This design comes from an exercise in tuning for small area on the open sky130 flow, not from production work.
Function was checked by simulation only, so behaviour that the tests miss may differ from the original.
No activity file was given, so power comes from the tool's default toggle rates. No driver is modelled on the clock port, so clocking that relies on it looks cheaper here than on a real chip.

## flex_frame
module flex_frame (
    input  wire        clk,
    input  wire        rst,
    input  wire        sym_valid,
    input  wire [1:0]  sym,
    output wire [1:0]  state,        
    output reg         ev_sync,
    output reg         ev_fiw_ok,
    output reg         ev_fiw_rej,
    output reg         ev_frame,
    output reg  [31:0] ev_info,
    output reg  [1:0]  ev_aux,
    output reg         wd_valid_a,   
    output wire        wd_valid_b,   
    output wire        wd_cd,        
    output wire [6:0]  wd_idx,
    output reg  [31:0] wd_word_a,
    output reg  [31:0] wd_word_b
);
Settings: LEC_CHECK=0, CAP_MARGIN=20, CORE_MARGIN=2, CORE_UTILIZATION=65, PLACE_DENSITY=0.8, SLEW_MARGIN=20; clock period 40.0 ns.
standard.sh (not shown) runs the stock make flow with config.mk's settings and CLKGATE_MAP_FILE= SYNTH_SCRIPT=/design/flow/synth_recipe.tcl, a recipe that flattens the netlist after the stock synthesis.
==> flow/flow/run.sh <==
#!/bin/bash
# Own flow: the standard layout (standard.sh) with
#  - synthesis through flow/synth.tcl (the standard script, with the delay lines' hold
#    multiplexers mapped to o22a cells and an area-oriented ABC script for the rest),
#  - clock tree built from clkbuf_16 (clusters of up to 30 sinks) with no dummy loads,
#  - port buffers of sky130_fd_sc_hd__buf_1.
# The make output goes to flow_make.log in the work folder; ORFS's own logs are in orfs/logs.
set -euo pipefail
W=$(pwd)
export MY_ABC_SCRIPT="$W/flow/area.abc"
export MY_PAT="$W/flow/o22a_pat.v"
CTS="-sink_clustering_enable -repair_clock_nets -dont_use_dummy_load -buf_list sky130_fd_sc_hd__clkbuf_16 -sink_clustering_size 30 -sink_clustering_max_diameter 100"
BUFP="-buffer_cell sky130_fd_sc_hd__buf_1"
export CTS_ARGS="$CTS"
export BUFFER_PORTS_ARGS="$BUFP"
sed -e "s|SYNTH_SCRIPT=[^ ]*|SYNTH_SCRIPT=$W/flow/synth.tcl|" standard.sh > my_standard.sh
grep -q "SYNTH_SCRIPT=$W/flow/synth.tcl" my_standard.sh
bash my_standard.sh "CTS_ARGS=$CTS" "BUFFER_PORTS_ARGS=$BUFP" finish > flow_make.log 2>&1
==> flow/flow/area.abc <==
strash
balance
rewrite
refactor
balance
rewrite
rewrite -z
balance
refactor -z
rewrite -z
balance
balance
rewrite
refactor
balance
rewrite
rewrite -z
balance
refactor -z
rewrite -z
balance
dch -f
amap
==> flow/flow/o22a_pat.v <==
module sky130_fd_sc_hd__o22a_1 (A1, A2, B1, B2, X);
  input A1, A2, B1, B2;
  output X;
  wire a, n;
  \$_OR_ u1 (.A(A1), .B(A2), .Y(a));
  \$_NOR_ u2 (.A(B1), .B(B2), .Y(n));
  \$_ANDNOT_ u3 (.A(a), .B(n), .Y(X));
endmodule
==> flow/flow/synth.tcl <==
# The standard synthesis script (synth_recipe.tcl), with two changes just before ABC:
# the hold multiplexers of the delay lines, (q | en) & (d | hold), are mapped to o22a
# cells (extract with the pattern in MY_PAT), and ABC maps the rest of the logic with the
# area-oriented script named by MY_ABC_SCRIPT. The registers are mapped by dfflibmap
# before this, so they are the standard synthesis's registers.
proc synth {args} { yosys synth -nofsm -noshare {*}$args }
proc abc {args} {
  set i [lsearch -exact $args -script]
  if {$i >= 0} { set args [lreplace $args $i [expr {$i + 1}] -script $::env(MY_ABC_SCRIPT)] }
  yosys extract -map $::env(MY_PAT)
  yosys abc {*}$args
}
source $::env(SCRIPTS_DIR)/synth.tcl
# left out here: clear keep_hierarchy, flatten, clean up, hide names made inside functions, write 1_2_yosys.v
Then changed:
--- a/flow/design.v
+++ b/flow/design.v
@@ -11,35 +11,34 @@
     output reg  [31:0] ev_info,
     output reg  [1:0]  ev_aux,
     output reg         wd_valid_a,   
     output wire        wd_valid_b,   
     output wire        wd_cd,        
     output wire [6:0]  wd_idx,
     output reg  [31:0] wd_word_a,
     output reg  [31:0] wd_word_b
 );
     localparam [1:0] ST_SYNC1 = 2'd0, ST_FIW = 2'd1, ST_SYNC2 = 2'd2, ST_DATA = 2'd3;
-    localparam integer LL = 248;      
+    localparam integer LL = 249;      
     reg          st1, st0;      
     reg [63:0]   sync_buf;
     reg          pol;           
     reg [11:0]   cnt;           
     reg          toggle;        
     reg [3:0]    idle_seen;     
     reg          eq_a, eq_b, eq_c, eq_d;
     reg [3:0]    cycle_no;
     reg [6:0]    frame_no;
     reg [4:0]    s1;            
     reg [4:0]    dd;            
     reg          fiw_b31;       
     reg [LL-1:0] la, lb, lc, ld;
-    reg          w0a, w0b;      
     function automatic [4:0] mul_a;
         input [4:0] v;
         mul_a = {v[3:0], 1'b0} ^ (v[4] ? 5'b00101 : 5'b00000);
     endfunction
     function automatic [4:0] gmul;
         input [4:0] a;
         input [4:0] b;
         integer k;
         reg [4:0] p, t;
         begin
@@ -264,22 +263,20 @@
     wire holdC = !sym_valid || (state == ST_DATA ? !tog : 1'b1);
     always @(posedge clk) begin
         if (enA && w7) begin
             eq_a <= first_w | idl_a;
             eq_b <= first_w | idl_b;
         end
         if (enC && w7) begin
             eq_c <= first_w | idl_c;
             eq_d <= first_w | idl_d;
         end
-        w0a <= tog ? lc[LL-1] : la[LL-1];
-        w0b <= tog ? ld[LL-1] : lb[LL-1];
         la <= (la | {LL{enA}}) & ({la[LL-2:0], bit_a} | {LL{holdA}});
         lb <= (lb | {LL{enA}}) & ({lb[LL-2:0], bit_b} | {LL{holdA}});
         lc <= (lc | {LL{enC}}) & ({lc[LL-2:0], bit_a} | {LL{holdC}});
         ld <= (ld | {LL{enC}}) & ({ld[LL-2:0], bit_b} | {LL{holdC}});
     end
     always @(posedge clk) begin
         if (rst) begin
             {st1, st0}      <= ST_SYNC1;
             sync_buf   <= 64'd0;
             pol        <= 1'b0;
@@ -354,23 +351,21 @@
                     end
                 endcase
             end
         end
     end
     assign wd_cd      = baud32 & ~toggle;
     assign wd_idx     = {cnt[11:8], cnt[2:0]};
     assign wd_valid_b = wd_valid_a & lev4;
     integer k;
     always @* begin
-        wd_word_a[0] = w0a;
-        wd_word_b[0] = w0b;
-        for (k = 1; k < 32; k = k + 1) begin
+        for (k = 0; k < 32; k = k + 1) begin
             wd_word_a[k] = wd_cd ? lc[8 * (31 - k)] : la[8 * (31 - k)];
             wd_word_b[k] = wd_cd ? ld[8 * (31 - k)] : lb[8 * (31 - k)];
         end
     end
     wire [31:0] fiw_info = {fiw_b31 & ~bch_ok, fx};
     wire full_post = (cnt == 12'hAFF) && !toggle;
     always @* begin
         if (ev_sync) begin
             ev_info = {12'd0, known, lev4, baud32, pol, code};
             ev_aux  = 2'd0;
Outcome:
- The new run finished clean
- power goes down by 6.3%
- clock-buffer cell count goes down by 1
- combinational power goes down by 15%
- final cell count does not change
- setup slack gains 510 ps
- flip-flop and latch count goes up by 2
- non-clock buffer count goes down by 3
- critical path depth goes down by 2
- cell area is about the same
- wire length goes down by 1.2%

-- static timing again, ports no longer ideal --
The results above use ideal ports. As a check the final layouts listed here were re-extracted and re-timed, cells and wires unchanged.
Step 1 assumes that a clkbuf_16 drives the clock port and a buf_2 every other input.
Step 2 times the ports against the registers' clock, not the clock port: input delays grow and output delays shrink by t, the midpoint of the rising clock arrivals with the driver on.
Slacks: ideal / step 1 / step 2; pairs: ideal / step 1.
run | t (ns) | slack for setup (ns) | worst setup path at the end
the first run | 0.642 | 24.509 / 24.446 / 25.088 | register to output
the second run | 0.649 | 25.019 / 24.954 / 25.604 | register to output
After both steps setup and hold are still met in every run listed.
